This design comes from an exercise in tuning for small area and few clock cycles on the open sky130 flow, not from production work. The RTL was checked by simulation tests, not by an equivalence proof against the original design. No activity file was given, so power comes from the tool's default toggle rates.

cedar:
==> flow/design.v (excerpt) <==
module mec_core (
    input  wire        CLK,
    input  wire        RST,
    input  wire        CMD_VALID,
    output wire        CMD_READY,
    input  wire [15:0] CMD,
    input  wire [63:0] A_VAL,
    input  wire [6:0]  A_LEN,
    input  wire [63:0] B_VAL,
    input  wire [6:0]  B_LEN,
    input  wire [31:0] S0,
    input  wire [31:0] S1,
    input  wire [63:0] BIN,
    output wire [63:0] R_VAL,
    output wire [6:0]  R_LEN,
    output wire [63:0] Q_VAL,
    output wire [6:0]  Q_LEN,
    output wire [31:0] R_SCL,
    output wire [63:0] BOUT,
    output wire [31:0] STATUS
);
Size in the first run: about 3300 cells after synthesis, about 21000 um^2 of cells after synthesis.
clock: 12.0 ns
lec_check: 0
abc_area: 1
cap_margin: 10
core_area: 2 2 283 283
die_area: 0 0 285 285
slew_margin: 10
standard.sh (not shown) runs the stock make flow with config.mk's settings and CLKGATE_MAP_FILE= SYNTH_SCRIPT=/design/flow/synth_recipe.tcl, a recipe that flattens the netlist after the stock synthesis.
==> flow/flow/run.sh <==
#!/bin/bash
# Layout flow: the standard ORFS flow, with two changes.
#  - The port buffers are the smallest buffer cell.
#  - Synthesis maps the logic with an area-oriented ABC script, and without
#    the full-adder extraction and fast-adder mapping passes. It is the
#    standard synthesis script otherwise, so the flip-flops come out the same;
#    this is checked against the standard synthesis, and the standard netlist
#    is used if they differ.
# Each tool's output goes to a log file in this folder.
set -euo pipefail
W=$(pwd)
F="$W/flow"
R="$W/orfs/results/sky130hd/mec_core/base"
export BUFFER_PORTS_ARGS="-buffer_cell sky130_fd_sc_hd__buf_1"

# reference: the standard synthesis
bash standard.sh synth > std_synth.log 2>&1
cp "$R/1_2_yosys.v" std_1_2_yosys.v

# own synthesis: the standard script with the abc step's script replaced
{
  head -n 1 synth_recipe.tcl
  echo 'proc abc {args} {'
  echo '  set i [lsearch -exact $args -script]'
  echo "  if { \$i >= 0 } { lset args [expr { \$i + 1 }] $F/area.abc }"
  echo '  yosys abc {*}$args'
  echo '}'
  tail -n +2 synth_recipe.tcl
} > own_synth.tcl
sed "s#SYNTH_SCRIPT=[^ ]*synth_recipe.tcl#SYNTH_SCRIPT=$W/own_synth.tcl ADDER_MAP_FILE= SYNTH_OPERATIONS_ARGS=-noshare#" standard.sh > own_standard.sh
rm -f "$R/1_2_yosys.v" "$R/1_2_yosys.sdc" "$R/1_synth.odb" "$R/1_synth.sdc"
bash own_standard.sh synth > own_synth.log 2>&1

flops() { grep -oE '^\s*sky130_fd_sc_hd__(dfxtp|edfxtp|dfrtp|dfstp|dfbbp|sdf[a-z]*|edf[a-z]*|df[a-z]*)_[0-9]+ +[^ ]+' "$1" | sed -E 's/_[0-9]+ +/ /' | sort; }
if ! cmp -s <(flops std_1_2_yosys.v) <(flops "$R/1_2_yosys.v") || [ "$(flops std_1_2_yosys.v | wc -l)" = 0 ]; then
  echo "flip-flops differ from the standard synthesis; using the standard netlist" > own_synth_fallback.log
  rm -f "$R/1_2_yosys.v" "$R/1_2_yosys.sdc" "$R/1_synth.odb" "$R/1_synth.sdc"
  bash standard.sh synth > std_synth2.log 2>&1
fi

bash own_standard.sh > own_flow.log 2>&1
==> flow/flow/area.abc <==
strash
&get -n
&st
&syn3
&synch2
&put
dch -f
amap
&get -n
&st
&syn3
&synch2
&put
dch -f
amap
topo
Testbench counts of cedar, summed over its fixed seeds: cycles 25,591.
Setup changes, cedar to harbor
Settings: CAP_MARGIN: 10 -> 5; CORE_MARGIN: unset -> 2; PLACE_DENSITY: unset -> 0.5; CORE_AREA: 2 2 283 283 -> unset; DIE_AREA: 0 0 285 285 -> unset; SLEW_MARGIN: 10 -> 5; CORE_UTILIZATION: unset -> 30.
For harbor and cedar, there was not a single run that failed to finish clean.
Relative to cedar, number of diodes added for antenna fixing has gone up in harbor.
Diff cedar -> harbor: count of non-filler cells in the finished layout fell by 196, part of the total power dissipated in the clock network up 0.9 points, final standard cell utilization of the core has increased, die area went down by about 10%, combinational share of power shows a reduction of 2.1 points.
Between harbor and cedar, the global-route wire length before repair is lower for harbor.
The insertion delay of the later-clocked pin in the worst-skew pair of harbor and that of cedar are within noise of each other.
Total number of multi-input combinational cells came out exactly the same in harbor and cedar.
The inputs of lagoon differ from those of harbor as listed below.
Settings: a change of CAP_MARGIN from 5 to 10; a change of SLEW_MARGIN from 5 to 10; a change of CORE_UTILIZATION from 30 to 33; a change of PLACE_DENSITY from 0.5 to 0.55.
- Die: lagoon smaller than harbor
- Against harbor, lagoon reports a share of the clock period used by the worst path after layout that is lower.
- Growth of design area from synthesis to finish in lagoon vs harbor: up 3.2 points
- Taking harbor as the reference point, the shortest clock period the worst path allows after layout of lagoon falls by 0.15 ns.
- For total area of multi-input combinational cells, lagoon and harbor come out practically identical.
- Relative to harbor, core utilization increased by 4.6 points in lagoon.
- lagoon: non-clock buffer area fraction after layout is 2.7 points higher than what harbor reported.
- Comparing lagoon and harbor, the higher maximum number of pins on one net before global-route repair was measured on harbor.
- Diff harbor -> lagoon | peak clock frequency supported by timing | up slightly
- Re global-route total usage across every layer: lagoon and harbor aren't equal, and the higher value belongs to lagoon.

static timing again, ports no longer ideal:
The flow's constraints put no driver on any port. The routed layouts listed below were extracted and timed again, unchanged, in two steps. Step 1, drivers: a clkbuf_16 drives CLK and a buf_2 each remaining input, both assumed. Step 2 adds t to the input delays and takes it off the output delays; t is the mean of the earliest and latest rising clock arrival at the registers after step 1. Input paths then give back, and output paths get back, about the clock's delay inside the block. Slacks: ideal ports / drivers / drivers and shift; pairs: ideal ports / drivers.
run | shift t [ns] | slack for setup (ns) | latest minus earliest clock arrival (ns)
cedar | 0.569 | 1.480 / 1.522 / 0.953 | 0.034 / 0.034
harbor | 0.566 | 1.400 / 1.437 / 0.872 | 0.021 / 0.021
lagoon | 0.549 | 1.552 / 1.588 / 1.039 | 0.022 / 0.022
After both steps every run listed still meets setup and hold. The setup slack of harbor, which loses most, moves by +0.037 ns with the drivers and by -0.528 ns with both steps.
